This is an optimization exercise on Yosys and OpenROAD, whose aim is small area, a short achievable clock period and few clock cycles, not a production implementation. Function was checked by simulation only, so behaviour that the tests miss may differ from the original.

==> v33 <==
// sdft_cau
module sdft_cau (
    input  wire        clk,
    input  wire        rst,
    input  wire        in_valid,
    output reg         in_ready,
    input  wire [1:0]  in_op,       
    input  wire [63:0] in_a_re,
    input  wire [63:0] in_a_im,
    input  wire [63:0] in_b_re,
    input  wire [63:0] in_b_im,
    output reg         out_valid,
    output reg  [63:0] out_re,
    output reg  [63:0] out_im
);
==> flow/config.mk <==
export PLATFORM = sky130hd
export DESIGN_NAME = sdft_cau
export DESIGN_NICKNAME = sdft_cau
export VERILOG_FILES = /design/flow/design.v
export SDC_FILE = /design/flow/constraint.sdc
export NUM_CORES = 4
export LEC_CHECK = 0
export ABC_AREA = 1
export CAP_MARGIN = 20
export CORE_MARGIN = 2
export CORE_UTILIZATION = 35
export PLACE_DENSITY = 0.45
export SLEW_MARGIN = 20
==> flow/constraint.sdc <==
create_clock -name core_clock -period 20.0 [get_ports {clk}]
set_input_delay 4.0000 -clock core_clock [delete_from_list [all_inputs] [get_ports {clk}]]
set_output_delay 4.0000 -clock core_clock [all_outputs]
set_load 0.01 [all_outputs]
run.sh (not shown) runs the stock make flow with config.mk's settings and CLKGATE_MAP_FILE= SYNTH_SCRIPT=/design/flow/synth_recipe.tcl, a recipe that flattens the netlist after the stock synthesis.
==> v4 (differences from v33) <==
--- a/flow/design.v
+++ b/flow/design.v
@@ -9756,41 +9756,41 @@
             fv = addend(up, dn, s, sm, p);
             ts = ws[56:52] ^ wc[56:52] ^ fv[57:53];
             tc = (ws[55:51] & wc[55:51]) | (ws[55:51] & fv[56:52]) | (wc[55:51] & fv[56:52]);
             next_dig = dig(ts + tc);
         end
     endfunction
     function [WW+WW+55+55+WW-1:0] srt;     
-        input          up, dn;
+        input          up, dn, nu, nd;
         input [WW-1:0] ws, wc;
         input [54:0]   s, sm;
         input [WW-1:0] p;
         reg   [WW-1:0] x1, x2, fv, sum, cy;
         reg   [54:0]   pb;
         begin
             x1  = {ws[WW-2:0], 1'b0};
             x2  = {wc[WW-2:0], 1'b0};
             fv  = addend(up, dn, s, sm, p);
             sum = x1 ^ x2 ^ fv;
             cy  = {((x1 & x2) | (x1 & fv) | (x2 & fv)), 1'b0} | {{(WW-1){1'b0}}, up};
             pb  = p[55:1];
             srt = {sum, cy,
-                   up ? (s | pb) : dn ? (sm | pb) : s,
-                   up ? s : dn ? sm : (sm | pb),
+                   !nu ? (s | pb) : !nd ? (sm | pb) : s,
+                   !nu ? s : !nd ? sm : (sm | pb),
                    {1'b0, p[WW-1:1]}};
         end
     endfunction
     reg  [WW-1:0] ws, wc, p;
     reg  [54:0]   sr, smr;
     reg  [10:0]   eres;
     reg           sp;
     reg  [63:0]   spv;
     reg  [5:0]    cnt;
     reg           busy;
-    reg  [1:0]    dreg;
+    reg  [1:0]    dreg, dr2;
     reg  [1:0]    dl;
     reg           pend;
     reg  [8:0]    s_top, sm_top;
     wire [54:0]   pbl = p[54:0];
     wire [54:0]   s_cur  = !pend ? sr  : dl[1] ? (sr | pbl)  : dl[0] ? (smr | pbl) : sr;
     wire [54:0]   sm_cur = !pend ? smr : dl[1] ? sr          : dl[0] ? smr         : (smr | pbl);
     reg  [WW+WW+55+55+WW-1:0] st1;
@@ -9813,15 +9813,16 @@
                           stc[55+55+WW-1:55+WW], stc[55+WW-1:WW], stc[WW-1:0]);
             d0 = next_dig(1'b0, 1'b0, stc[WW+WW+55+55+WW-1:WW+55+55+WW], stc[WW+55+55+WW-1:55+55+WW],
                           stc[55+55+WW-1:55+WW], stc[55+WW-1:WW], stc[WW-1:0]);
             dm = next_dig(1'b0, 1'b1, stc[WW+WW+55+55+WW-1:WW+55+55+WW], stc[WW+55+55+WW-1:55+55+WW],
                           stc[55+55+WW-1:55+WW], stc[55+WW-1:WW], stc[WW-1:0]);
             stl   = st1;
             dlast = d;
-            st1 = srt(d[1], d[0], stc[WW+WW+55+55+WW-1:WW+55+55+WW], stc[WW+55+55+WW-1:55+55+WW],
+            st1 = srt(d[1], d[0], (k == 0) ? dr2[1] : !d[1], (k == 0) ? dr2[0] : !d[0],
+                      stc[WW+WW+55+55+WW-1:WW+55+55+WW], stc[WW+55+55+WW-1:55+55+WW],
                       stc[55+55+WW-1:55+WW], stc[55+WW-1:WW], stc[WW-1:0]);
             d = d[1] ? dp : d[0] ? dm : d0;
         end
     end
     always @(posedge clk) begin
         if (rst) begin
             s0   <= 1'b0;
@@ -9840,27 +9841,29 @@
         if (s0) begin
             ws   <= w_init;
             wc   <= {WW{1'b0}};
             sr   <= s_init;
             smr  <= sm_init;
             p    <= p_init;
             dreg   <= dig(w_init[57:53]);
+            dr2    <= ~dig(w_init[57:53]);
             pend   <= 1'b0;
             s_top  <= s_init[54:46];
             sm_top <= sm_init[54:46];
             eres <= e_res[10:0];
             sp   <= sp_nan | sp_pass;
             spv  <= sp_nan ? 64'h7ff8_0000_0000_0000 : a;
         end else if (busy && cnt != NI) begin
             ws   <= st1[WW+WW+55+55+WW-1:WW+55+55+WW];
             wc   <= st1[WW+55+55+WW-1:55+55+WW];
             sr   <= stl[55+55+WW-1:55+WW];
             smr  <= stl[55+WW-1:WW];
             p    <= st1[WW-1:0];
             dreg   <= d;
+            dr2    <= ~d;
             dl     <= dlast;
             pend   <= 1'b1;
             s_top  <= st1[55+55+WW-1:46+55+WW];
             sm_top <= st1[55+WW-1:46+WW];
         end
     end
     assign done = busy && cnt == NI;
==> impl_metrics.toml <==
[global_routing]
global_route_wire_length_before_repair_microns = 1430000

[synthesis]
postSynthRegisterBits = 2577
post_synth_inst_count = 25300
post_synth_main_area_contributors = "sky130_fd_sc_hd__edfxtp_1, sky130_fd_sc_hd__fa_1, sky130_fd_sc_hd__dfxtp_1, sky130_fd_sc_hd__nand2_1, sky130_fd_sc_hd__xor2_1"
yosys.area_share.xor_xnor_pct = 7.58

[setup_path]
cp_capture_point = "u_sqrt.ws[45]$_DFFE_PP_"

[min_path]
hold_path_end = "u_add.a3_sx$_DFF_P_"
hp-start = "u_add.a2_sx$_DFF_P_"

[layout]
layout.non_clock_inverters = 3442
non_clock_buffer_count = 914

[route]
wire_per_inst_microns = 31.3

[timing]
clock_skew_ps = 99.1

[run_status]
outcome = "complete, no violations"
# the run above: v33

==> impl_metrics.toml <==
[layout]
non_clock_buffer_count = 862
layout.non_clock_inverters = 3564

[min_path]
hp-start = "u_add.a2_spec$_DFF_P_"
hold_path_end = "u_add.a3_spec$_DFF_P_"

[route]
wire_per_inst_microns = 31.1

[run_status]
outcome = "complete, no violations"

[synthesis]
post_synth_main_area_contributors = "sky130_fd_sc_hd__edfxtp_1, sky130_fd_sc_hd__fa_1, sky130_fd_sc_hd__dfxtp_1, sky130_fd_sc_hd__nand2_1, sky130_fd_sc_hd__xor2_1"
postSynthRegisterBits = 2579
yosys.area_share.xor_xnor_pct = 7.60

[die]
placeableCoreArea_sq_um = 582000

[setup_path]
cp_capture_point = "u_sqrt.ws[13]$_DFFE_PP_"
# the run above: v4

Testbench counts of v33, summed over its fixed seeds: cycles 25,013.
Testbench counts of v4, summed over its fixed seeds: cycles 25,013.

## what the ideal ports hide
The flow's constraints put no driver on any port. The routed layouts listed below were extracted and timed again, unchanged, in two steps.
Step 1: set_driving_cell puts a clkbuf_16 on clk and a buf_2 on each other input, an assumption about the parent block.
Step 2 moves the port delays by t, midway between the first and last clock arrival at a register: inputs arrive t later, outputs are due t later. That takes back most of the time a late clock gives input paths.
a / b / c = ideal / step 1 / step 2; a / b = the first two.
run | t, ns | slack for setup (ns) | worst setup path at the end
v33 | 1.124 | 12.483 / 12.483 / 12.483 | register to register
v4 | 1.131 | 12.666 / 12.666 / 12.666 | register to register
After both steps every run listed still meets setup and hold.
